What follows belongs to an exercise in optimizing a design on an open flow for small area and few clock cycles per item; a production flow would make more cautious choices. No functional check of the RTL was part of this run. No activity file was given, so power comes from the tool's default toggle rates.

$ cat flow/config.mk
export PLATFORM = sky130hd
export DESIGN_NAME = ax5031_qunit
export DESIGN_NICKNAME = ax5031_qunit
export VERILOG_FILES = /design/flow/design.v
export SDC_FILE = /design/flow/constraint.sdc
export NUM_CORES = 4
export LEC_CHECK = 0
export CAP_MARGIN = 20
export CORE_MARGIN = 2
export CORE_UTILIZATION = 40
export CTS_BUF_LIST = sky130_fd_sc_hd__clkbuf_8
export GPL_TIMING_DRIVEN = 0
export PLACE_DENSITY = 0.6
export SLEW_MARGIN = 20
export SYNTH_HIERARCHICAL = 1
export SYNTH_MINIMUM_KEEP_SIZE = 0
$ cat flow/constraint.sdc
create_clock -name core_clock -period 10.0 [get_ports {clk}]
set_input_delay 2.0000 -clock core_clock [delete_from_list [all_inputs] [get_ports {clk}]]
set_output_delay 2.0000 -clock core_clock [all_outputs]
set_load 0.01 [all_outputs]
$ cat flow/design.v
module ax5031_qunit (
    input  wire        clk,
    input  wire        rst,
    input  wire        in_valid,
    output wire        in_ready,
    input  wire [31:0] in_v,
    output reg         out_valid,
    input  wire        out_ready,
    output wire [32:0] out_q
);
    wire [31:0] nv = ~in_v;
    wire [32:0] q;
    reg  [32:0] q_r;
    assign in_ready = !out_valid || out_ready;
    assign out_q    = q_r;
    always @(posedge clk) begin
        if (rst)
            out_valid <= 1'b0;
        else if (in_ready)
            out_valid <= in_valid;
        if (in_ready && in_valid)
            q_r <= q;
    end
    wire w1, w2;
    qha p3h1 (.a(in_v[1]), .b(in_v[0]), .s(w1), .co(w2));
    wire w3, w4;
    qfa p3f1 (.a(in_v[2]), .b(in_v[1]), .c(w2), .s(w3), .co(w4));
    wire w5, w6;
    qfa p3f2 (.a(in_v[3]), .b(in_v[2]), .c(w4), .s(w5), .co(w6));
    wire w7, w8;
    qfa p3f3 (.a(in_v[4]), .b(in_v[3]), .c(w6), .s(w7), .co(w8));
    wire w9, w10;
    qha p3h2 (.a(in_v[5]), .b(in_v[4]), .s(w9), .co(w10));
    wire w11, w12;
    qfa p3f4 (.a(in_v[6]), .b(in_v[5]), .c(w10), .s(w11), .co(w12));
    wire w13, w14;
    qfa p3f5 (.a(in_v[7]), .b(in_v[6]), .c(w12), .s(w13), .co(w14));
    wire w15, w16;
    qfa p3f6 (.a(in_v[8]), .b(in_v[7]), .c(w14), .s(w15), .co(w16));
    wire w17, w18;
    qha p3h3 (.a(in_v[9]), .b(in_v[8]), .s(w17), .co(w18));
    wire w19, w20;
    qfa p3f7 (.a(in_v[10]), .b(in_v[9]), .c(w18), .s(w19), .co(w20));
    wire w21, w22;
    qfa p3f8 (.a(in_v[11]), .b(in_v[10]), .c(w20), .s(w21), .co(w22));
    wire w23, w24;
    qfa p3f9 (.a(in_v[12]), .b(in_v[11]), .c(w22), .s(w23), .co(w24));
    wire w25, w26;
    qha p3h4 (.a(in_v[13]), .b(in_v[12]), .s(w25), .co(w26));
    wire w27, w28;
    qfa p3f10 (.a(in_v[14]), .b(in_v[13]), .c(w26), .s(w27), .co(w28));
    wire w29, w30;
    qfa p3f11 (.a(in_v[15]), .b(in_v[14]), .c(w28), .s(w29), .co(w30));
    wire w31, w32;
    qfa p3f12 (.a(in_v[16]), .b(in_v[15]), .c(w30), .s(w31), .co(w32));
    wire w33, w34;
    qha p3h5 (.a(in_v[17]), .b(in_v[16]), .s(w33), .co(w34));
    wire w35, w36;
    qfa p3f13 (.a(in_v[18]), .b(in_v[17]), .c(w34), .s(w35), .co(w36));
    wire w37, w38;
    qfa p3f14 (.a(in_v[19]), .b(in_v[18]), .c(w36), .s(w37), .co(w38));
    wire w39, w40;
    qfa p3f15 (.a(in_v[20]), .b(in_v[19]), .c(w38), .s(w39), .co(w40));
    wire w41, w42;
    qha p3h6 (.a(in_v[21]), .b(in_v[20]), .s(w41), .co(w42));
    wire w43, w44;
    qfa p3f16 (.a(in_v[22]), .b(in_v[21]), .c(w42), .s(w43), .co(w44));
    wire w45, w46;
    qfa p3f17 (.a(in_v[23]), .b(in_v[22]), .c(w44), .s(w45), .co(w46));
    wire w47, w48;
    qfa p3f18 (.a(in_v[24]), .b(in_v[23]), .c(w46), .s(w47), .co(w48));
    wire w49, w50;
    qha p3h7 (.a(in_v[25]), .b(in_v[24]), .s(w49), .co(w50));
    wire w51, w52;
    qfa p3f19 (.a(in_v[26]), .b(in_v[25]), .c(w50), .s(w51), .co(w52));
    wire w53, w54;
    qfa p3f20 (.a(in_v[27]), .b(in_v[26]), .c(w52), .s(w53), .co(w54));
    wire w55, w56;
    qfa p3f21 (.a(in_v[28]), .b(in_v[27]), .c(w54), .s(w55), .co(w56));
    wire w57, w58;
    qha p3h8 (.a(in_v[29]), .b(in_v[28]), .s(w57), .co(w58));
    wire w59, w60;
    qfa p3f22 (.a(in_v[30]), .b(in_v[29]), .c(w58), .s(w59), .co(w60));
    wire w61, w62;
    qfa p3f23 (.a(in_v[31]), .b(in_v[30]), .c(w60), .s(w61), .co(w62));
    wire w63, w64;
    qha p3h9 (.a(in_v[31]), .b(w62), .s(w63), .co(w64));
    wire w65 = ~in_v[0];
    wire w66 = ~w1;
    wire w67 = ~w3;
    wire w68 = ~w5;
    wire w69 = ~w7;
    wire w70 = ~w9;
    wire w71 = ~w11;
    wire w72 = ~w13;
    wire w73 = ~w15;
    wire w74 = ~w17;
    wire w75 = ~w19;
    wire w76 = ~w21;
    wire w77 = ~w23;
    wire w78 = ~w25;
    wire w79 = ~w27;
    wire w80 = ~w29;
    wire w81 = ~w31;
    wire w82 = ~w33;
    wire w83 = ~w35;
    wire w84 = ~w37;
    wire w85 = ~w39;
    wire w86 = ~w41;
    wire w87 = ~w43;
    wire w88 = ~w45;
    wire w89 = ~w47;
    wire w90 = ~w49;
    wire w91 = ~w51;
    wire w92 = ~w53;
    wire w93 = ~w55;
    wire w94 = ~w57;
    wire w95 = ~w59;
    wire w96 = ~w61;
    wire w97 = ~w63;
    wire w98 = ~w64;
    wire w99 = ~w8;
    wire w100 = ~w16;
    wire w101 = ~w24;
    wire w102 = ~w32;
    wire w103 = ~w40;
    wire w104 = ~w48;
    wire w105 = ~w56;
    wire w106, w107;
    qxnor cx1 (.a(in_v[0]), .b(in_v[16]), .y(w106));
    qor co1 (.a(in_v[0]), .b(in_v[16]), .y(w107));
    wire w108, w109;
    qfa f24 (.a(in_v[18]), .b(in_v[23]), .c(in_v[26]), .s(w108), .co(w109));
    wire w110, w111;
    qfa f25 (.a(in_v[28]), .b(w78), .c(w108), .s(w110), .co(w111));
    wire w112, w113;
    qfa f26 (.a(w106), .b(w11), .c(w110), .s(w112), .co(w113));
    wire w114, w115;
    qfa f27 (.a(in_v[1]), .b(in_v[17]), .c(in_v[19]), .s(w114), .co(w115));
    wire w116, w117;
    qfa f28 (.a(in_v[24]), .b(in_v[27]), .c(in_v[29]), .s(w116), .co(w117));
    wire w118, w119;
    qfa f29 (.a(w109), .b(w114), .c(w116), .s(w118), .co(w119));
    wire w120, w121;
    qfa f30 (.a(w107), .b(w79), .c(w111), .s(w120), .co(w121));
    wire w122, w123;
    qfa f31 (.a(w118), .b(w13), .c(w113), .s(w122), .co(w123));
    wire w124, w125;
    qfa f32 (.a(in_v[2]), .b(in_v[18]), .c(in_v[20]), .s(w124), .co(w125));
    wire w126, w127;
    qfa f33 (.a(in_v[25]), .b(in_v[28]), .c(in_v[30]), .s(w126), .co(w127));
    wire w128, w129;
    qfa f34 (.a(w115), .b(w117), .c(w124), .s(w128), .co(w129));
    wire w130, w131;
    qfa f35 (.a(w126), .b(w119), .c(w128), .s(w130), .co(w131));
    wire w132, w133;
    qfa f36 (.a(w80), .b(w121), .c(w130), .s(w132), .co(w133));
    wire w134, w135;
    qfa f37 (.a(w15), .b(w123), .c(w132), .s(w134), .co(w135));
    wire w136, w137;
    qfa f38 (.a(in_v[3]), .b(in_v[19]), .c(in_v[21]), .s(w136), .co(w137));
    wire w138, w139;
    qfa f39 (.a(in_v[26]), .b(in_v[29]), .c(in_v[31]), .s(w138), .co(w139));
    wire w140, w141;
    qfa f40 (.a(w17), .b(w125), .c(w127), .s(w140), .co(w141));
    wire w142, w143;
    qfa f41 (.a(w136), .b(w138), .c(w129), .s(w142), .co(w143));
    wire w144, w145;
    qfa f42 (.a(w140), .b(w131), .c(w142), .s(w144), .co(w145));
    wire w146, w147;
    qfa f43 (.a(w16), .b(w81), .c(w144), .s(w146), .co(w147));
    wire w148, w149;
    qfa f44 (.a(w133), .b(w135), .c(w146), .s(w148), .co(w149));
    wire w150, w151;
    qxnor cx2 (.a(in_v[4]), .b(in_v[20]), .y(w150));
    qor co2 (.a(in_v[4]), .b(in_v[20]), .y(w151));
    wire w152, w153;
    qfa f45 (.a(in_v[22]), .b(in_v[27]), .c(in_v[30]), .s(w152), .co(w153));
    wire w154, w155;
    qfa f46 (.a(w137), .b(w139), .c(w82), .s(w154), .co(w155));
    wire w156, w157;
    qfa f47 (.a(w152), .b(w150), .c(w19), .s(w156), .co(w157));
    wire w158, w159;
    qfa f48 (.a(w141), .b(w154), .c(w156), .s(w158), .co(w159));
    wire w160, w161;
    qfa f49 (.a(w143), .b(w102), .c(w158), .s(w160), .co(w161));
    wire w162, w163;
    qfa f50 (.a(w145), .b(w160), .c(w147), .s(w162), .co(w163));
    wire w164, w165;
    qxnor cx3 (.a(in_v[0]), .b(in_v[5]), .y(w164));
    qor co3 (.a(in_v[0]), .b(in_v[5]), .y(w165));
    wire w166, w167;
    qfa f51 (.a(in_v[21]), .b(in_v[23]), .c(in_v[28]), .s(w166), .co(w167));
    wire w168, w169;
    qfa f52 (.a(in_v[31]), .b(w153), .c(w166), .s(w168), .co(w169));
    wire w170, w171;
    qfa f53 (.a(w151), .b(w164), .c(w83), .s(w170), .co(w171));
    wire w172, w173;
    qfa f54 (.a(w155), .b(w168), .c(w157), .s(w172), .co(w173));
    wire w174, w175;
    qfa f55 (.a(w21), .b(w170), .c(w159), .s(w174), .co(w175));
    wire w176, w177;
    qfa f56 (.a(w172), .b(w161), .c(w174), .s(w176), .co(w177));
    wire w178, w179;
    qxnor cx4 (.a(in_v[1]), .b(in_v[6]), .y(w178));
    qor co4 (.a(in_v[1]), .b(in_v[6]), .y(w179));
    wire w180, w181;
    qfa f57 (.a(in_v[22]), .b(in_v[24]), .c(in_v[29]), .s(w180), .co(w181));
    wire w182, w183;
    qfa f58 (.a(w167), .b(w180), .c(w165), .s(w182), .co(w183));
    wire w184, w185;
    qfa f59 (.a(w178), .b(w169), .c(w182), .s(w184), .co(w185));
    wire w186, w187;
    qfa f60 (.a(w171), .b(w84), .c(w184), .s(w186), .co(w187));
    wire w188, w189;
    qfa f61 (.a(w173), .b(w23), .c(w186), .s(w188), .co(w189));
    wire w190, w191;
    qfa f62 (.a(w175), .b(w188), .c(w177), .s(w190), .co(w191));
    wire w192, w193;
    qxnor cx5 (.a(in_v[2]), .b(in_v[7]), .y(w192));
    qor co5 (.a(in_v[2]), .b(in_v[7]), .y(w193));
    wire w194, w195;
    qfa f63 (.a(in_v[23]), .b(in_v[25]), .c(in_v[30]), .s(w194), .co(w195));
    wire w196, w197;
    qfa f64 (.a(w25), .b(w181), .c(w194), .s(w196), .co(w197));
    wire w198, w199;
    qfa f65 (.a(w179), .b(w192), .c(w183), .s(w198), .co(w199));
    wire w200, w201;
    qfa f66 (.a(w196), .b(w185), .c(w198), .s(w200), .co(w201));
    wire w202, w203;
    qfa f67 (.a(w24), .b(w85), .c(w187), .s(w202), .co(w203));
    wire w204, w205;
    qfa f68 (.a(w200), .b(w189), .c(w202), .s(w204), .co(w205));
    wire w206, w207;
    qxnor cx6 (.a(nv[0]), .b(in_v[3]), .y(w206));
    qor co6 (.a(nv[0]), .b(in_v[3]), .y(w207));
    wire w208, w209;
    qfa f69 (.a(in_v[8]), .b(in_v[24]), .c(in_v[26]), .s(w208), .co(w209));
    wire w210, w211;
    qfa f70 (.a(in_v[31]), .b(w195), .c(w86), .s(w210), .co(w211));
    wire w212, w213;
    qfa f71 (.a(w208), .b(w193), .c(w206), .s(w212), .co(w213));
    wire w214, w215;
    qfa f72 (.a(w27), .b(w197), .c(w210), .s(w214), .co(w215));
    wire w216, w217;
    qfa f73 (.a(w212), .b(w199), .c(w214), .s(w216), .co(w217));
    wire w218, w219;
    qfa f74 (.a(w103), .b(w201), .c(w216), .s(w218), .co(w219));
    wire w220, w221;
    qfa f75 (.a(w203), .b(w218), .c(w205), .s(w220), .co(w221));
    wire w222, w223;
    qxnor cx7 (.a(nv[1]), .b(in_v[4]), .y(w222));
    qor co7 (.a(nv[1]), .b(in_v[4]), .y(w223));
    wire w224, w225;
    qfa f76 (.a(in_v[9]), .b(in_v[25]), .c(in_v[27]), .s(w224), .co(w225));
    wire w226, w227;
    qfa f77 (.a(w209), .b(w224), .c(w207), .s(w226), .co(w227));
    wire w228, w229;
    qfa f78 (.a(w222), .b(w87), .c(w211), .s(w228), .co(w229));
    wire w230, w231;
    qfa f79 (.a(w226), .b(w213), .c(w29), .s(w230), .co(w231));
    wire w232, w233;
    qfa f80 (.a(w215), .b(w228), .c(w230), .s(w232), .co(w233));
    wire w234, w235;
    qfa f81 (.a(w217), .b(w232), .c(w219), .s(w234), .co(w235));
    wire w236, w237;
    qxnor cx8 (.a(nv[2]), .b(in_v[5]), .y(w236));
    qor co8 (.a(nv[2]), .b(in_v[5]), .y(w237));
    wire w238, w239;
    qfa f82 (.a(in_v[10]), .b(in_v[26]), .c(in_v[28]), .s(w238), .co(w239));
    wire w240, w241;
    qfa f83 (.a(w225), .b(w238), .c(w223), .s(w240), .co(w241));
    wire w242, w243;
    qfa f84 (.a(w236), .b(w227), .c(w240), .s(w242), .co(w243));
    wire w244, w245;
    qfa f85 (.a(w229), .b(w88), .c(w242), .s(w244), .co(w245));
    wire w246, w247;
    qfa f86 (.a(w31), .b(w231), .c(w244), .s(w246), .co(w247));
    wire w248, w249;
    qfa f87 (.a(w233), .b(w246), .c(w235), .s(w248), .co(w249));
    wire w250, w251;
    qfa f88 (.a(nv[3]), .b(in_v[6]), .c(in_v[11]), .s(w250), .co(w251));
    wire w252, w253;
    qfa f89 (.a(in_v[27]), .b(in_v[29]), .c(w65), .s(w252), .co(w253));
    wire w254, w255;
    qfa f90 (.a(w33), .b(w239), .c(w250), .s(w254), .co(w255));
    wire w256, w257;
    qfa f91 (.a(w237), .b(w252), .c(w241), .s(w256), .co(w257));
    wire w258, w259;
    qfa f92 (.a(w254), .b(w243), .c(w256), .s(w258), .co(w259));
    wire w260, w261;
    qfa f93 (.a(w32), .b(w89), .c(w245), .s(w260), .co(w261));
    wire w262, w263;
    qfa f94 (.a(w258), .b(w247), .c(w260), .s(w262), .co(w263));
    wire w264, w265;
    qxnor cx9 (.a(nv[4]), .b(in_v[7]), .y(w264));
    qor co9 (.a(nv[4]), .b(in_v[7]), .y(w265));
    wire w266, w267;
    qfa f95 (.a(in_v[12]), .b(in_v[28]), .c(in_v[30]), .s(w266), .co(w267));
    wire w268, w269;
    qfa f96 (.a(w251), .b(w66), .c(w90), .s(w268), .co(w269));
    wire w270, w271;
    qfa f97 (.a(w266), .b(w253), .c(w264), .s(w270), .co(w271));
    wire w272, w273;
    qfa f98 (.a(w35), .b(w255), .c(w268), .s(w272), .co(w273));
    wire w274, w275;
    qfa f99 (.a(w270), .b(w257), .c(w272), .s(w274), .co(w275));
    wire w276, w277;
    qfa f100 (.a(w104), .b(w259), .c(w274), .s(w276), .co(w277));
    wire w278, w279;
    qfa f101 (.a(w261), .b(w276), .c(w263), .s(w278), .co(w279));
    wire w280, w281;
    qxnor cx10 (.a(nv[5]), .b(in_v[8]), .y(w280));
    qor co10 (.a(nv[5]), .b(in_v[8]), .y(w281));
    wire w282, w283;
    qfa f102 (.a(in_v[13]), .b(in_v[29]), .c(in_v[31]), .s(w282), .co(w283));
    wire w284, w285;
    qfa f103 (.a(w267), .b(w282), .c(w265), .s(w284), .co(w285));
    wire w286, w287;
    qfa f104 (.a(w280), .b(w67), .c(w91), .s(w286), .co(w287));
    wire w288, w289;
    qfa f105 (.a(w269), .b(w284), .c(w271), .s(w288), .co(w289));
    wire w290, w291;
    qfa f106 (.a(w37), .b(w273), .c(w286), .s(w290), .co(w291));
    wire w292, w293;
    qfa f107 (.a(w288), .b(w275), .c(w290), .s(w292), .co(w293));
    wire w294, w295;
    qfa f108 (.a(w277), .b(w292), .c(w279), .s(w294), .co(w295));
    wire w296, w297;
    qxnor cx11 (.a(nv[6]), .b(in_v[9]), .y(w296));
    qor co11 (.a(nv[6]), .b(in_v[9]), .y(w297));
    wire w298, w299;
    qfa f109 (.a(in_v[14]), .b(in_v[30]), .c(w283), .s(w298), .co(w299));
    wire w300, w301;
    qfa f110 (.a(w281), .b(w296), .c(w298), .s(w300), .co(w301));
    wire w302, w303;
    qfa f111 (.a(w285), .b(w287), .c(w68), .s(w302), .co(w303));
    wire w304, w305;
    qfa f112 (.a(w92), .b(w300), .c(w289), .s(w304), .co(w305));
    wire w306, w307;
    qfa f113 (.a(w39), .b(w291), .c(w302), .s(w306), .co(w307));
    wire w308, w309;
    qfa f114 (.a(w304), .b(w293), .c(w306), .s(w308), .co(w309));
    wire w310, w311;
    qxnor cx12 (.a(nv[7]), .b(in_v[10]), .y(w310));
    qor co12 (.a(nv[7]), .b(in_v[10]), .y(w311));
    wire w312, w313;
    qfa f115 (.a(in_v[15]), .b(in_v[31]), .c(w41), .s(w312), .co(w313));
    wire w314, w315;
    qfa f116 (.a(w297), .b(w310), .c(w299), .s(w314), .co(w315));
    wire w316, w317;
    qfa f117 (.a(w312), .b(w314), .c(w301), .s(w316), .co(w317));
    wire w318, w319;
    qfa f118 (.a(w40), .b(w69), .c(w93), .s(w318), .co(w319));
    wire w320, w321;
    qfa f119 (.a(w303), .b(w316), .c(w305), .s(w320), .co(w321));
    wire w322, w323;
    qfa f120 (.a(w307), .b(w318), .c(w320), .s(w322), .co(w323));
    wire w324, w325;
    qfa f121 (.a(nv[8]), .b(in_v[11]), .c(in_v[16]), .s(w324), .co(w325));
    wire w326, w327;
    qfa f122 (.a(w70), .b(w94), .c(w324), .s(w326), .co(w327));
    wire w328, w329;
    qfa f123 (.a(w311), .b(w43), .c(w313), .s(w328), .co(w329));
    wire w330, w331;
    qfa f124 (.a(w326), .b(w315), .c(w328), .s(w330), .co(w331));
    wire w332, w333;
    qfa f125 (.a(w99), .b(w105), .c(w317), .s(w332), .co(w333));
    wire w334, w335;
    qfa f126 (.a(w330), .b(w319), .c(w332), .s(w334), .co(w335));
    wire w336, w337;
    qfa f127 (.a(w321), .b(w334), .c(w323), .s(w336), .co(w337));
    wire w338, w339;
    qfa f128 (.a(nv[0]), .b(nv[9]), .c(in_v[12]), .s(w338), .co(w339));
    wire w340, w341;
    qfa f129 (.a(in_v[17]), .b(w325), .c(w338), .s(w340), .co(w341));
    wire w342, w343;
    qfa f130 (.a(w71), .b(w95), .c(w327), .s(w342), .co(w343));
    wire w344, w345;
    qfa f131 (.a(w340), .b(w329), .c(w45), .s(w344), .co(w345));
    wire w346, w347;
    qfa f132 (.a(w342), .b(w331), .c(w344), .s(w346), .co(w347));
    wire w348, w349;
    qfa f133 (.a(w333), .b(w346), .c(w335), .s(w348), .co(w349));
    wire w350, w351;
    qxnor cx13 (.a(nv[1]), .b(nv[10]), .y(w350));
    qor co13 (.a(nv[1]), .b(nv[10]), .y(w351));
    wire w352, w353;
    qfa f134 (.a(in_v[13]), .b(in_v[18]), .c(w339), .s(w352), .co(w353));
    wire w354, w355;
    qfa f135 (.a(w350), .b(w341), .c(w352), .s(w354), .co(w355));
    wire w356, w357;
    qfa f136 (.a(w72), .b(w96), .c(w343), .s(w356), .co(w357));
    wire w358, w359;
    qfa f137 (.a(w354), .b(w47), .c(w345), .s(w358), .co(w359));
    wire w360, w361;
    qfa f138 (.a(w356), .b(w347), .c(w358), .s(w360), .co(w361));
    wire w362, w363;
    qxnor cx14 (.a(nv[2]), .b(nv[11]), .y(w362));
    qor co14 (.a(nv[2]), .b(nv[11]), .y(w363));
    wire w364, w365;
    qfa f139 (.a(in_v[14]), .b(in_v[19]), .c(w49), .s(w364), .co(w365));
    wire w366, w367;
    qfa f140 (.a(w351), .b(w362), .c(w353), .s(w366), .co(w367));
    wire w368, w369;
    qfa f141 (.a(w364), .b(w366), .c(w355), .s(w368), .co(w369));
    wire w370, w371;
    qfa f142 (.a(w48), .b(w97), .c(w73), .s(w370), .co(w371));
    wire w372, w373;
    qfa f143 (.a(w357), .b(w368), .c(w359), .s(w372), .co(w373));
    wire w374, w375;
    qfa f144 (.a(w370), .b(w361), .c(w372), .s(w374), .co(w375));
    wire w376, w377;
    qfa f145 (.a(nv[3]), .b(nv[12]), .c(in_v[15]), .s(w376), .co(w377));
    wire w378, w379;
    qfa f146 (.a(in_v[20]), .b(w74), .c(w376), .s(w378), .co(w379));
    wire w380, w381;
    qfa f147 (.a(w363), .b(w51), .c(w365), .s(w380), .co(w381));
    wire w382, w383;
    qfa f148 (.a(w378), .b(w367), .c(w380), .s(w382), .co(w383));
    wire w384, w385;
    qfa f149 (.a(w98), .b(w100), .c(w369), .s(w384), .co(w385));
    wire w386, w387;
    qfa f150 (.a(w382), .b(w371), .c(w384), .s(w386), .co(w387));
    wire w388, w389;
    qfa f151 (.a(w373), .b(w386), .c(w375), .s(w388), .co(w389));
    wire w390, w391;
    qfa f152 (.a(nv[4]), .b(nv[13]), .c(in_v[16]), .s(w390), .co(w391));
    wire w392, w393;
    qfa f153 (.a(in_v[21]), .b(w377), .c(w390), .s(w392), .co(w393));
    wire w394, w395;
    qfa f154 (.a(w75), .b(w379), .c(w392), .s(w394), .co(w395));
    wire w396, w397;
    qfa f155 (.a(w381), .b(w53), .c(w394), .s(w396), .co(w397));
    wire w398, w399;
    qfa f156 (.a(w383), .b(w396), .c(w385), .s(w398), .co(w399));
    wire w400, w401;
    qfa f157 (.a(w387), .b(w398), .c(w389), .s(w400), .co(w401));
    wire w402, w403;
    qxnor cx15 (.a(nv[5]), .b(nv[14]), .y(w402));
    qor co15 (.a(nv[5]), .b(nv[14]), .y(w403));
    wire w404, w405;
    qfa f158 (.a(in_v[17]), .b(in_v[22]), .c(w391), .s(w404), .co(w405));
    wire w406, w407;
    qfa f159 (.a(w402), .b(w393), .c(w404), .s(w406), .co(w407));
    wire w408, w409;
    qfa f160 (.a(w76), .b(w395), .c(w406), .s(w408), .co(w409));
    wire w410, w411;
    qfa f161 (.a(w55), .b(w408), .c(w397), .s(w410), .co(w411));
    wire w412, w413;
    qfa f162 (.a(w410), .b(w399), .c(w401), .s(w412), .co(w413));
    wire w414, w415;
    qxnor cx16 (.a(nv[6]), .b(nv[15]), .y(w414));
    qor co16 (.a(nv[6]), .b(nv[15]), .y(w415));
    wire w416, w417;
    qfa f163 (.a(in_v[18]), .b(in_v[23]), .c(w57), .s(w416), .co(w417));
    wire w418, w419;
    qfa f164 (.a(w403), .b(w414), .c(w405), .s(w418), .co(w419));
    wire w420, w421;
    qfa f165 (.a(w416), .b(w418), .c(w407), .s(w420), .co(w421));
    wire w422, w423;
    qfa f166 (.a(w56), .b(w77), .c(w409), .s(w422), .co(w423));
    wire w424, w425;
    qfa f167 (.a(w420), .b(w411), .c(w422), .s(w424), .co(w425));
    wire w426, w427;
    qfa f168 (.a(nv[7]), .b(nv[16]), .c(in_v[19]), .s(w426), .co(w427));
    wire w428, w429;
    qfa f169 (.a(in_v[24]), .b(w78), .c(w426), .s(w428), .co(w429));
    wire w430, w431;
    qfa f170 (.a(w415), .b(w59), .c(w417), .s(w430), .co(w431));
    wire w432, w433;
    qfa f171 (.a(w428), .b(w419), .c(w430), .s(w432), .co(w433));
    wire w434, w435;
    qfa f172 (.a(w101), .b(w421), .c(w432), .s(w434), .co(w435));
    wire w436, w437;
    qfa f173 (.a(w423), .b(w434), .c(w425), .s(w436), .co(w437));
    wire w438, w439;
    qxnor cx17 (.a(nv[8]), .b(nv[17]), .y(w438));
    qor co17 (.a(nv[8]), .b(nv[17]), .y(w439));
    wire w440, w441;
    qfa f174 (.a(in_v[20]), .b(in_v[25]), .c(w427), .s(w440), .co(w441));
    wire w442, w443;
    qfa f175 (.a(w438), .b(w79), .c(w429), .s(w442), .co(w443));
    wire w444, w445;
    qfa f176 (.a(w440), .b(w431), .c(w61), .s(w444), .co(w445));
    wire w446, w447;
    qfa f177 (.a(w442), .b(w433), .c(w444), .s(w446), .co(w447));
    wire w448, w449;
    qfa f178 (.a(w435), .b(w446), .c(w437), .s(w448), .co(w449));
    wire w450, w451;
    qxnor cx18 (.a(nv[9]), .b(nv[18]), .y(w450));
    qor co18 (.a(nv[9]), .b(nv[18]), .y(w451));
    wire w452, w453;
    qfa f179 (.a(in_v[21]), .b(in_v[26]), .c(w439), .s(w452), .co(w453));
    wire w454, w455;
    qfa f180 (.a(w450), .b(w441), .c(w452), .s(w454), .co(w455));
    wire w456, w457;
    qfa f181 (.a(w80), .b(w443), .c(w454), .s(w456), .co(w457));
    wire w458, w459;
    qfa f182 (.a(w63), .b(w445), .c(w456), .s(w458), .co(w459));
    wire w460, w461;
    qfa f183 (.a(w447), .b(w458), .c(w449), .s(w460), .co(w461));
    wire w462, w463;
    qxnor cx19 (.a(nv[10]), .b(nv[19]), .y(w462));
    qor co19 (.a(nv[10]), .b(nv[19]), .y(w463));
    wire w464, w465;
    qfa f184 (.a(in_v[22]), .b(in_v[27]), .c(w451), .s(w464), .co(w465));
    wire w466, w467;
    qfa f185 (.a(w462), .b(w453), .c(w464), .s(w466), .co(w467));
    wire w468, w469;
    qfa f186 (.a(w64), .b(w455), .c(w466), .s(w468), .co(w469));
    wire w470, w471;
    qfa f187 (.a(w81), .b(w457), .c(w468), .s(w470), .co(w471));
    wire w472, w473;
    qfa f188 (.a(w459), .b(w470), .c(w461), .s(w472), .co(w473));
    wire w474, w475;
    qfa f189 (.a(nv[11]), .b(nv[20]), .c(in_v[23]), .s(w474), .co(w475));
    wire w476, w477;
    qfa f190 (.a(in_v[28]), .b(w82), .c(w474), .s(w476), .co(w477));
    wire w478, w479;
    qfa f191 (.a(w463), .b(w465), .c(w476), .s(w478), .co(w479));
    wire w480, w481;
    qfa f192 (.a(w467), .b(w478), .c(w102), .s(w480), .co(w481));
    wire w482, w483;
    qfa f193 (.a(w469), .b(w480), .c(w471), .s(w482), .co(w483));
    wire w484, w485;
    qxnor cx20 (.a(nv[12]), .b(nv[21]), .y(w484));
    qor co20 (.a(nv[12]), .b(nv[21]), .y(w485));
    wire w486, w487;
    qfa f194 (.a(in_v[24]), .b(in_v[29]), .c(w475), .s(w486), .co(w487));
    wire w488, w489;
    qfa f195 (.a(w484), .b(w83), .c(w477), .s(w488), .co(w489));
    wire w490, w491;
    qfa f196 (.a(w486), .b(w479), .c(w488), .s(w490), .co(w491));
    wire w492, w493;
    qfa f197 (.a(w490), .b(w481), .c(w483), .s(w492), .co(w493));
    wire w494, w495;
    qxnor cx21 (.a(nv[13]), .b(nv[22]), .y(w494));
    qor co21 (.a(nv[13]), .b(nv[22]), .y(w495));
    wire w496, w497;
    qfa f198 (.a(in_v[25]), .b(in_v[30]), .c(w485), .s(w496), .co(w497));
    wire w498, w499;
    qfa f199 (.a(w494), .b(w487), .c(w496), .s(w498), .co(w499));
    wire w500, w501;
    qfa f200 (.a(w84), .b(w489), .c(w498), .s(w500), .co(w501));
    wire w502, w503;
    qfa f201 (.a(w491), .b(w500), .c(w493), .s(w502), .co(w503));
    wire w504, w505;
    qxnor cx22 (.a(nv[14]), .b(nv[23]), .y(w504));
    qor co22 (.a(nv[14]), .b(nv[23]), .y(w505));
    wire w506, w507;
    qfa f202 (.a(in_v[26]), .b(in_v[31]), .c(w495), .s(w506), .co(w507));
    wire w508, w509;
    qfa f203 (.a(w504), .b(w497), .c(w506), .s(w508), .co(w509));
    wire w510, w511;
    qfa f204 (.a(w499), .b(w508), .c(w85), .s(w510), .co(w511));
    wire w512, w513;
    qfa f205 (.a(w501), .b(w510), .c(w503), .s(w512), .co(w513));
    wire w514, w515;
    qfa f206 (.a(nv[15]), .b(nv[24]), .c(in_v[27]), .s(w514), .co(w515));
    wire w516, w517;
    qfa f207 (.a(w86), .b(w514), .c(w505), .s(w516), .co(w517));
    wire w518, w519;
    qfa f208 (.a(w507), .b(w516), .c(w509), .s(w518), .co(w519));
    wire w520, w521;
    qfa f209 (.a(w103), .b(w518), .c(w511), .s(w520), .co(w521));
    wire w522, w523;
    qxnor cx23 (.a(nv[16]), .b(nv[25]), .y(w522));
    qor co23 (.a(nv[16]), .b(nv[25]), .y(w523));
    wire w524, w525;
    qfa f210 (.a(in_v[28]), .b(w515), .c(w522), .s(w524), .co(w525));
    wire w526, w527;
    qfa f211 (.a(w87), .b(w517), .c(w524), .s(w526), .co(w527));
    wire w528, w529;
    qfa f212 (.a(w526), .b(w519), .c(w521), .s(w528), .co(w529));
    wire w530, w531;
    qxnor cx24 (.a(nv[17]), .b(nv[26]), .y(w530));
    qor co24 (.a(nv[17]), .b(nv[26]), .y(w531));
    wire w532, w533;
    qfa f213 (.a(in_v[29]), .b(w523), .c(w530), .s(w532), .co(w533));
    wire w534, w535;
    qfa f214 (.a(w525), .b(w532), .c(w88), .s(w534), .co(w535));
    wire w536, w537;
    qfa f215 (.a(w527), .b(w534), .c(w529), .s(w536), .co(w537));
    wire w538, w539;
    qxnor cx25 (.a(nv[18]), .b(nv[27]), .y(w538));
    qor co25 (.a(nv[18]), .b(nv[27]), .y(w539));
    wire w540, w541;
    qfa f216 (.a(in_v[30]), .b(w531), .c(w538), .s(w540), .co(w541));
    wire w542, w543;
    qfa f217 (.a(w533), .b(w540), .c(w89), .s(w542), .co(w543));
    wire w544, w545;
    qfa f218 (.a(w535), .b(w542), .c(w537), .s(w544), .co(w545));
    wire w546, w547;
    qfa f219 (.a(nv[19]), .b(nv[28]), .c(in_v[31]), .s(w546), .co(w547));
    wire w548, w549;
    qfa f220 (.a(w90), .b(w546), .c(w539), .s(w548), .co(w549));
    wire w550, w551;
    qfa f221 (.a(w548), .b(w541), .c(w104), .s(w550), .co(w551));
    wire w552, w553;
    qfa f222 (.a(w550), .b(w543), .c(w545), .s(w552), .co(w553));
    wire w554, w555;
    qxnor cx26 (.a(nv[20]), .b(nv[29]), .y(w554));
    qor co26 (.a(nv[20]), .b(nv[29]), .y(w555));
    wire w556, w557;
    qfa f223 (.a(w547), .b(w554), .c(w91), .s(w556), .co(w557));
    wire w558, w559;
    qfa f224 (.a(w549), .b(w556), .c(w551), .s(w558), .co(w559));
    wire w560, w561;
    qxnor cx27 (.a(nv[21]), .b(nv[30]), .y(w560));
    qor co27 (.a(nv[21]), .b(nv[30]), .y(w561));
    wire w562, w563;
    qfa f225 (.a(w555), .b(w560), .c(w557), .s(w562), .co(w563));
    wire w564, w565;
    qfa f226 (.a(w92), .b(w562), .c(w559), .s(w564), .co(w565));
    wire w566, w567;
    qxnor cx28 (.a(nv[22]), .b(nv[31]), .y(w566));
    qor co28 (.a(nv[22]), .b(nv[31]), .y(w567));
    wire w568, w569;
    qfa f227 (.a(w561), .b(w566), .c(w563), .s(w568), .co(w569));
    wire w570, w571;
    qfa f228 (.a(w93), .b(w568), .c(w565), .s(w570), .co(w571));
    wire w572, w573;
    qxnor cx29 (.a(nv[23]), .b(w94), .y(w572));
    qor co29 (.a(nv[23]), .b(w94), .y(w573));
    wire w574, w575;
    qfa f229 (.a(w567), .b(w572), .c(w105), .s(w574), .co(w575));
    wire w576, w577;
    qfa f230 (.a(w574), .b(w569), .c(w571), .s(w576), .co(w577));
    wire w578, w579;
    qfa f231 (.a(nv[24]), .b(w95), .c(w573), .s(w578), .co(w579));
    wire w580, w581;
    qfa f232 (.a(w578), .b(w575), .c(w577), .s(w580), .co(w581));
    wire w582, w583;
    qxnor cx30 (.a(nv[25]), .b(w96), .y(w582));
    qor co30 (.a(nv[25]), .b(w96), .y(w583));
    wire w584, w585;
    qfa f233 (.a(w579), .b(w582), .c(w581), .s(w584), .co(w585));
    wire w586, w587;
    qxnor cx31 (.a(nv[26]), .b(w97), .y(w586));
    qor co31 (.a(nv[26]), .b(w97), .y(w587));
    wire w588, w589;
    qfa f234 (.a(w583), .b(w586), .c(w585), .s(w588), .co(w589));
    wire w590, w591;
    qxnor cx32 (.a(nv[27]), .b(w98), .y(w590));
    qor co32 (.a(nv[27]), .b(w98), .y(w591));
    wire w592, w593;
    qfa f235 (.a(w590), .b(w587), .c(w589), .s(w592), .co(w593));
    wire w594, w595;
    qfa f236 (.a(nv[28]), .b(w591), .c(w593), .s(w594), .co(w595));
    wire w596, w597;
    qxnor cx33 (.a(nv[29]), .b(w595), .y(w596));
    qor co33 (.a(nv[29]), .b(w595), .y(w597));
    wire w598, w599;
    qxnor cx34 (.a(nv[30]), .b(w597), .y(w598));
    qor co34 (.a(nv[30]), .b(w597), .y(w599));
    wire w600, w601;
    qxnor cx35 (.a(nv[31]), .b(w599), .y(w600));
    qor co35 (.a(nv[31]), .b(w599), .y(w601));
    wire [49:0] ra = {w601, w600, w598, w596, w594, w592, w588, w584, w580, w576, w570, w564, w558, w552, w544, w536, w528, w520, w512, w502, w492, w482, w472, w460, w448, w436, w424, w412, w400, w388, w374, w360, w348, w336, w309, w308, w294, w278, w262, w248, w234, w220, w204, w190, w176, w149, w148, w134, w120, w112};
    wire [49:0] rb = {1'b0, 1'b0, 1'b0, 1'b0, 1'b0, 1'b0, 1'b0, 1'b0, 1'b0, 1'b0, 1'b0, 1'b0, w553, 1'b0, 1'b0, 1'b0, 1'b0, w513, 1'b0, 1'b0, 1'b0, w473, 1'b0, 1'b0, 1'b0, 1'b0, w413, 1'b0, 1'b0, 1'b0, 1'b0, w349, w337, 1'b0, w322, w295, 1'b0, 1'b0, w249, 1'b0, w221, 1'b0, w191, 1'b0, w163, w162, 1'b0, 1'b0, w122, w101};
    wire [49:0] sum;
    wire l1c0 = ra[0] & rb[0];
    wire l1c1;
    qmaj lm1_1 (.a(ra[1]), .b(rb[1]), .c(l1c0), .y(l1c1));
    wire l1c2 = ra[2] & l1c1;
    wire l1c3 = ra[3] & l1c2;
    wire l1c4;
    qmaj lm1_4 (.a(ra[4]), .b(rb[4]), .c(l1c3), .y(l1c4));
    wire l1c5;
    qmaj lm1_5 (.a(ra[5]), .b(rb[5]), .c(l1c4), .y(l1c5));
    wire l2z6 = ra[6] & rb[6];
    wire l2o6 = ra[6] | rb[6];
    wire l2z7, l2o7;
    qmaj lz2_7 (.a(ra[7]), .b(rb[7]), .c(l2z6), .y(l2z7));
    qmaj lo2_7 (.a(ra[7]), .b(rb[7]), .c(l2o6), .y(l2o7));
    wire l2z8 = ra[8] & l2z7;
    wire l2o8 = ra[8] & l2o7;
    wire l2z9, l2o9;
    qmaj lz2_9 (.a(ra[9]), .b(rb[9]), .c(l2z8), .y(l2z9));
    qmaj lo2_9 (.a(ra[9]), .b(rb[9]), .c(l2o8), .y(l2o9));
    wire l2z10 = ra[10] & l2z9;
    wire l2o10 = ra[10] & l2o9;
    wire l2z11, l2o11;
    qmaj lz2_11 (.a(ra[11]), .b(rb[11]), .c(l2z10), .y(l2z11));
    qmaj lo2_11 (.a(ra[11]), .b(rb[11]), .c(l2o10), .y(l2o11));
    wire lc2 = l2z11 | (l1c5 & l2o11);
    wire l3z12 = ra[12] & rb[12];
    wire l3o12 = ra[12] | rb[12];
    wire l3z13 = ra[13] & l3z12;
    wire l3o13 = ra[13] & l3o12;
    wire l3z14, l3o14;
    qmaj lz3_14 (.a(ra[14]), .b(rb[14]), .c(l3z13), .y(l3z14));
    qmaj lo3_14 (.a(ra[14]), .b(rb[14]), .c(l3o13), .y(l3o14));
    wire l3z15, l3o15;
    qmaj lz3_15 (.a(ra[15]), .b(rb[15]), .c(l3z14), .y(l3z15));
    qmaj lo3_15 (.a(ra[15]), .b(rb[15]), .c(l3o14), .y(l3o15));
    wire l3z16 = ra[16] & l3z15;
    wire l3o16 = ra[16] & l3o15;
    wire lc3 = l3z16 | (lc2 & l3o16);
    wire b4s17, b4c17;
    qha bh4_17 (.a(ra[17]), .b(rb[17]), .s(b4s17), .co(b4c17));
    assign sum[17] = b4s17 ^ lc3;
    wire bc4 = b4c17 | (lc3 & b4s17);
    wire b5s18, b5c18;
    qha bh5_18 (.a(ra[18]), .b(rb[18]), .s(b5s18), .co(b5c18));
    assign sum[18] = b5s18 ^ bc4;
    wire bc5 = b5c18 | (bc4 & b5s18);
    wire b6s19 = ra[19];
    wire b6s20 = ra[20];
    wire b6s21 = ra[21];
    wire b6s22 = ra[22];
    wire b6s23, b6c23;
    qha bh6_23 (.a(ra[23]), .b(rb[23]), .s(b6s23), .co(b6c23));
    assign sum[19] = b6s19 ^ bc5;
    assign sum[20] = b6s20 ^ (bc5 & b6s19);
    wire b6p20 = b6s19 & b6s20;
    assign sum[21] = b6s21 ^ (bc5 & b6p20);
    wire b6p21 = b6p20 & b6s21;
    assign sum[22] = b6s22 ^ (bc5 & b6p21);
    wire b6p22 = b6p21 & b6s22;
    assign sum[23] = b6s23 ^ (bc5 & b6p22);
    wire b6p23 = b6p22 & b6s23;
    wire bc6 = b6c23 | (bc5 & b6p23);
    wire b7s24 = ra[24];
    wire b7s25 = ra[25];
    wire b7s26 = ra[26];
    wire b7s27 = ra[27];
    wire b7s28, b7c28;
    qha bh7_28 (.a(ra[28]), .b(rb[28]), .s(b7s28), .co(b7c28));
    assign sum[24] = b7s24 ^ bc6;
    assign sum[25] = b7s25 ^ (bc6 & b7s24);
    wire b7p25 = b7s24 & b7s25;
    assign sum[26] = b7s26 ^ (bc6 & b7p25);
    wire b7p26 = b7p25 & b7s26;
    assign sum[27] = b7s27 ^ (bc6 & b7p26);
    wire b7p27 = b7p26 & b7s27;
    assign sum[28] = b7s28 ^ (bc6 & b7p27);
    wire b7p28 = b7p27 & b7s28;
    wire bc7 = b7c28 | (bc6 & b7p28);
    wire b8s29 = ra[29];
    wire b8s30 = ra[30];
    wire b8s31 = ra[31];
    wire b8s32, b8c32;
    qha bh8_32 (.a(ra[32]), .b(rb[32]), .s(b8s32), .co(b8c32));
    assign sum[29] = b8s29 ^ bc7;
    assign sum[30] = b8s30 ^ (bc7 & b8s29);
    wire b8p30 = b8s29 & b8s30;
    assign sum[31] = b8s31 ^ (bc7 & b8p30);
    wire b8p31 = b8p30 & b8s31;
    assign sum[32] = b8s32 ^ (bc7 & b8p31);
    wire b8p32 = b8p31 & b8s32;
    wire bc8 = b8c32 | (bc7 & b8p32);
    wire b9s33 = ra[33];
    wire b9s34 = ra[34];
    wire b9s35 = ra[35];
    wire b9s36 = ra[36];
    wire b9s37, b9c37;
    qha bh9_37 (.a(ra[37]), .b(rb[37]), .s(b9s37), .co(b9c37));
    assign sum[33] = b9s33 ^ bc8;
    assign sum[34] = b9s34 ^ (bc8 & b9s33);
    wire b9p34 = b9s33 & b9s34;
    assign sum[35] = b9s35 ^ (bc8 & b9p34);
    wire b9p35 = b9p34 & b9s35;
    assign sum[36] = b9s36 ^ (bc8 & b9p35);
    wire b9p36 = b9p35 & b9s36;
    assign sum[37] = b9s37 ^ (bc8 & b9p36);
    wire b9p37 = b9p36 & b9s37;
    wire bc9 = b9c37 | (bc8 & b9p37);
    wire b10s38 = ra[38];
    wire b10s39 = ra[39];
    wire b10s40 = ra[40];
    wire b10s41 = ra[41];
    wire b10s42 = ra[42];
    wire b10s43 = ra[43];
    wire b10s44 = ra[44];
    wire b10s45 = ra[45];
    wire b10s46 = ra[46];
    wire b10s47 = ra[47];
    wire b10s48 = ra[48];
    wire b10s49 = ra[49];
    assign sum[38] = b10s38 ^ bc9;
    assign sum[39] = b10s39 ^ (bc9 & b10s38);
    wire b10p39 = b10s38 & b10s39;
    assign sum[40] = b10s40 ^ (bc9 & b10p39);
    wire b10p40 = b10p39 & b10s40;
    assign sum[41] = b10s41 ^ (bc9 & b10p40);
    wire b10p41 = b10p40 & b10s41;
    assign sum[42] = b10s42 ^ (bc9 & b10p41);
    wire b10p42 = b10p41 & b10s42;
    assign sum[43] = b10s43 ^ (bc9 & b10p42);
    wire b10p43 = b10p42 & b10s43;
    assign sum[44] = b10s44 ^ (bc9 & b10p43);
    wire b10p44 = b10p43 & b10s44;
    assign sum[45] = b10s45 ^ (bc9 & b10p44);
    wire b10p45 = b10p44 & b10s45;
    assign sum[46] = b10s46 ^ (bc9 & b10p45);
    wire b10p46 = b10p45 & b10s46;
    assign sum[47] = b10s47 ^ (bc9 & b10p46);
    wire b10p47 = b10p46 & b10s47;
    assign sum[48] = b10s48 ^ (bc9 & b10p47);
    wire b10p48 = b10p47 & b10s48;
    assign sum[49] = b10s49 ^ (bc9 & b10p48);
    wire b10p49 = b10p48 & b10s49;
    wire bc10 = bc9 & b10p49;
    assign q = ~sum[49:17];
endmodule
module qfa (input wire a, input wire b, input wire c, output wire s, output wire co);
    assign s  = a ^ b ^ c;
    assign co = (a & b) | (a & c) | (b & c);
endmodule
module qha (input wire a, input wire b, output wire s, output wire co);
    assign s  = a ^ b;
    assign co = a & b;
endmodule
module qmaj (input wire a, input wire b, input wire c, output wire y);
    assign y = (a & b) | (a & c) | (b & c);
endmodule
module qxnor (input wire a, input wire b, output wire y);
    assign y = ~(a ^ b);
endmodule
module qor (input wire a, input wire b, output wire y);
    assign y = a | b;
endmodule
$ cat flow/flow/run.sh
#!/bin/bash
# The standard layout (the standard.sh), with the ports buffered by the
# smallest buffer cell instead of ORFS's default choice.
set -euo pipefail
export BUFFER_PORTS_ARGS="-buffer_cell sky130_fd_sc_hd__buf_1"
bash standard.sh > standard_flow.log 2>&1
$ cat flow/standard.sh
#!/bin/bash
# synth_recipe.tcl (not shown) runs the flow's synth.tcl, then flattens the netlist and writes it again
# the make line also repeats each setting of config.mk as NAME=value (left out here)
make -C /OpenROAD-flow-scripts/flow DESIGN_CONFIG=/design/flow/config.mk WORK_HOME=/design/flow/orfs CLKGATE_MAP_FILE= SYNTH_SCRIPT=/design/flow/synth_recipe.tcl "${@:-finish}"
==> flow_metrics.env <==
export IMPL_worst_setup_path_type="in2reg"
export IMPL_avgSynthCellArea_um2=13.9
export IMPL_cts_setup_buffers=0
export IMPL_initial_core_util_pct=40.7
export IMPL_core_area_um2=18700
export IMPL_cp_top_family="adder cells"
export IMPL_grt_use_met1_pct=29.2
export IMPL_status="finished clean"
export IMPL_worst_slew_pin_slew_ns=1.08
export IMPL_clock_sinks=34
export IMPL_rsz0062_at_grt="false"
export IMPL_path_cells="buf_1 > fa_1 > fa_1 > fa_1 > fa_1 > fa_1 > fa_1 > fa_1 > fa_1 > and2_1 > maj3_2 > maj3_2 > a21oi_1 > nor2b_1 > ha_1 > or2_2 > ha_1 > o211a_1 > and4_1 > o21a_1 > o21ai_0 > nand2_1 > ha_1 > xnor2_1"
export IMPL_ys_types=33
export IMPL_synth_top_family_by_area="adder cells"
export IMPL_fp_row_count=50
export IMPL_clock_path_buffers=2
export IMPL_routed_wl_um=19300
export IMPL_chipWidth_um=142
export IMPL_crit_path_top_delay_cell="buf_1"
export IMPL_antenna_found_initial=0
export IMPL_insertion_delay_ns=0.28
export IMPL_io_buffers=70
export IMPL_max_slew_margin_pct=28.1
export IMPL_cp_end_kind="flop"
export IMPL_stdcell_count=864
export IMPL_cts_tree="yes"
export IMPL_arrival_ns=9.43
export IMPL_grt_max_degree=34
export IMPL_nNetsFinal=923
export IMPL_post_route_util_pct=44.3
export IMPL_clkSlewWorstSetupHoldPaths_ns=0.07
export IMPL_cp_num_buf_inv=1
export IMPL_synth_mux_area_share_pct=0
export IMPL_dp_cells=855
export IMPL_netlist_instances=550
export IMPL_ios=71
export IMPL_grtUsageMet3_pct=2.86
export IMPL_synth_xor_area_share_pct=7.01
export IMPL_htree_num_levels=2
export IMPL_crit_required_ns=10.04
export IMPL_syn2layout_area_growth_pct=8.72
export IMPL_synth_seq_cells=34
export IMPL_layout_drive_gt1_share_pct=5.08
export IMPL_path_max_fanout=9
export IMPL_first_global_vias=5186
export IMPL_final_common_cell="fa_1"
export IMPL_peakVddDrop_mv=0.242
export IMPL_seq_area_um2=1010
export IMPL_worstHoldPathType="reg2reg"
export IMPL_power_density_nw_per_um2=368
export IMPL_grt_use_total_pct=21.0
export IMPL_die_y_um=142
export IMPL_yosysWarningCount=7
export IMPL_drtIter0Drc=217
export IMPL_synthesis_area_um2=7620
export IMPL_cp_depth=24
export IMPL_antenna_left=0
export IMPL_vias=4369
export IMPL_setup_tns_final_ns=0
export IMPL_yosysTopAreaCell="fa_1"
export IMPL_ctsResizeCount=0
export IMPL_crit_top_cell="fa_1"
export IMPL_drv_cap=0
export IMPL_multiInputGateArea_um2=6300
export IMPL_synthAdderAreaFrac_pct=67.5
export IMPL_synth_area_top_cells="fa_1 62%, edfxtp_1 13%, xnor2_1 5.9%, inv_1 4.1%, ha_1 3.6%"
export IMPL_fin_hold_ws_ns=0.523
export IMPL_fin_crit_sh_pct=93.9
export IMPL_synth_compound_area_share_pct=1.38
export IMPL_worst_slack_ns=0.611
export IMPL_grt_busiest_layer="met2"
export IMPL_drc=0
export IMPL_reg2regPathDepth=2
export IMPL_yosys_area_share_simple_pct=6.65
export IMPL_drt_vias_per_instance=5.06
export IMPL_setup_viol=0
export IMPL_n_antenna_cell=0
export IMPL_slowest_delay_ns=0.69
export IMPL_wire_per_inst_um=22.3
export IMPL_slew_viol_final=0
export IMPL_cts_made_buffers=5
export IMPL_leakagePower_nw=3.20
export IMPL_fillers=1719
export IMPL_ctsHoldBuffers=0
export IMPL_cp_start_kind="primary input"
export IMPL_grt_overflow_total=0
export IMPL_skew_ns=0.00634
export IMPL_die_area_um2=20200
export IMPL_whs_path_depth=2
export IMPL_rrSetupSlack_ns=8.58
export IMPL_fmax_mhz=107
export IMPL_grt_pass1_wl_um=30400
export IMPL_drt_pass1_iter_count=4
export IMPL_clockRootBuffer="clkbuf_8"
export IMPL_gp_congestion=0.952
export IMPL_place_ws_ns=0.135
export IMPL_place_hpwl_um=17300
export IMPL_hold_viol_final=0
export IMPL_yosysTopAreaCellShare_pct=62.0
export IMPL_yosysSeqAreaShare_pct=13.3
export IMPL_grt_use_met2_pct=33.8
export IMPL_period_minus_slack_ns=9.39
export IMPL_mostFrequentLayoutCells="236 x fa_1, 84 x inv_1, 69 x buf_1"
## modules after synthesis (local to each module, per instance)
module,cells,flip-flops and latches,cell area (um^2),copies in the design
ax5031_qunit,216,34,2030,1
qfa,1,0,20.0,236
qha,1,0,12.5,15
qmaj,1,0,11.3,13
qor,1,0,6.26,35
qxnor,1,0,8.76,35
## worst register-to-register path, delay by kind of cell (launching register included)
family | cells | cell delay [ns]
flip-flops | 1 | 0.31
AND/OR/NAND/NOR | 2 | 0.73
## routing by layer
layer	routed length, um	vias up
li1	-	1849
met1	8230	2340
met2	9310	148
met3	1070	32
met4	688	0
met5	0	-
## per-stage QoR
stage	cell area (um^2)	total power, mW
3_3_place_gp	8180	2.91
6_report	8280	3.05
2_1_floorplan	7620	2.35
5_1_grt	8280	3.46
3_5_place_dp	8180	2.97
4_1_cts	8270	3.10
## layout make-up
| type | instances | share of cell area, % |
|---|---|---|
| well taps | 234 | 3.53 |
| clock inverters | 2 | 0.106 |
| clock buffers | 6 | 0.997 |
| inverters | 83 | 3.76 |
| multi-input cells | 434 | 76.1 |
| repair buffers | 71 | 3.32 |
| flip-flops and latches | 34 | 12.2 |
## kinds of logic after synthesis
logic type                 after synthesis
xor gates and xnor gates                61
adders and majority gates              271
and+or+nand+nor                         85
DFF                                     34
other                                    1
AOI/OAI and AO/OA                       15
buffers and inverters                   83
## report_power, final
part           internal (mW)  switching [mW]  total, mW
sequential             0.359          0.0138      0.373
combinational           1.25            1.33       2.58
clock                 0.0544          0.0476      0.102
total                   1.66            1.39       3.05
## Yosys cell counts
| cell | number |
|---|---|
| a21boi_0 | 1 |
| a21o_1 | 1 |
| a21o_4 | 1 |
| a21oi_1 | 5 |
| a31o_2 | 1 |
| and2_1 | 7 |
| and3_1 | 5 |
| and4_1 | 2 |
| conb_1 | 1 |
| dfxtp_1 | 1 |
| edfxtp_1 | 33 |
| fa_1 | 236 |
| ha_1 | 22 |
| inv_1 | 83 |
| maj3_2 | 13 |
| nand2_1 | 10 |
| nand2b_1 | 1 |
| nand3_1 | 8 |
| nand4_1 | 2 |
| nand4_2 | 2 |
| nor2_1 | 3 |
| nor2b_1 | 3 |
| nor3_1 | 1 |
| nor4_1 | 1 |
| o211a_1 | 1 |
| o21a_1 | 1 |
| o21ai_0 | 3 |
| o21ai_2 | 1 |
| or2_1 | 35 |
| or2_2 | 4 |
| or4_1 | 1 |
| xnor2_1 | 51 |
| xor2_1 | 10 |
## flip-flops by register name (all words and copies together) (netlist names)
register   flops
out_valid      1
q_r           33
## final timing paths
check | start | end
max | in_v[27] | q_r[22]$_DFFE_PP_
min | out_valid$_SDFFE_PP0N_ | out_valid$_SDFFE_PP0N_
max reg2reg | out_valid$_SDFFE_PP0N_ | q_r[9]$_DFFE_PP_
min reg2reg | out_valid$_SDFFE_PP0N_ | out_valid$_SDFFE_PP0N_

==> re-timing with driven ports <==
In the flow no input, the clock included, has a driving cell. The finished layout below was timed again as built, in two steps.
Step 1, drivers: a clkbuf_16 drives clk and a buf_2 each remaining input, both assumed.
Step 2 adds t to the input delays and takes it off the output delays; t is the mean of the earliest and latest rising clock arrival at the registers after step 1. Input paths then give back, and output paths get back, about the clock's delay inside the block.
Slacks: ideal / step 1 / step 2; pairs: ideal / step 1.
t, ns: 0.314
setup WS [ns]: 0.611 / 0.610 / 0.296
worst slew at a driven data input, ns: 0.03
After both steps this run still meets setup and hold. For this run, drivers alone change the setup slack by -0.001 ns; drivers and shift together by -0.315 ns.
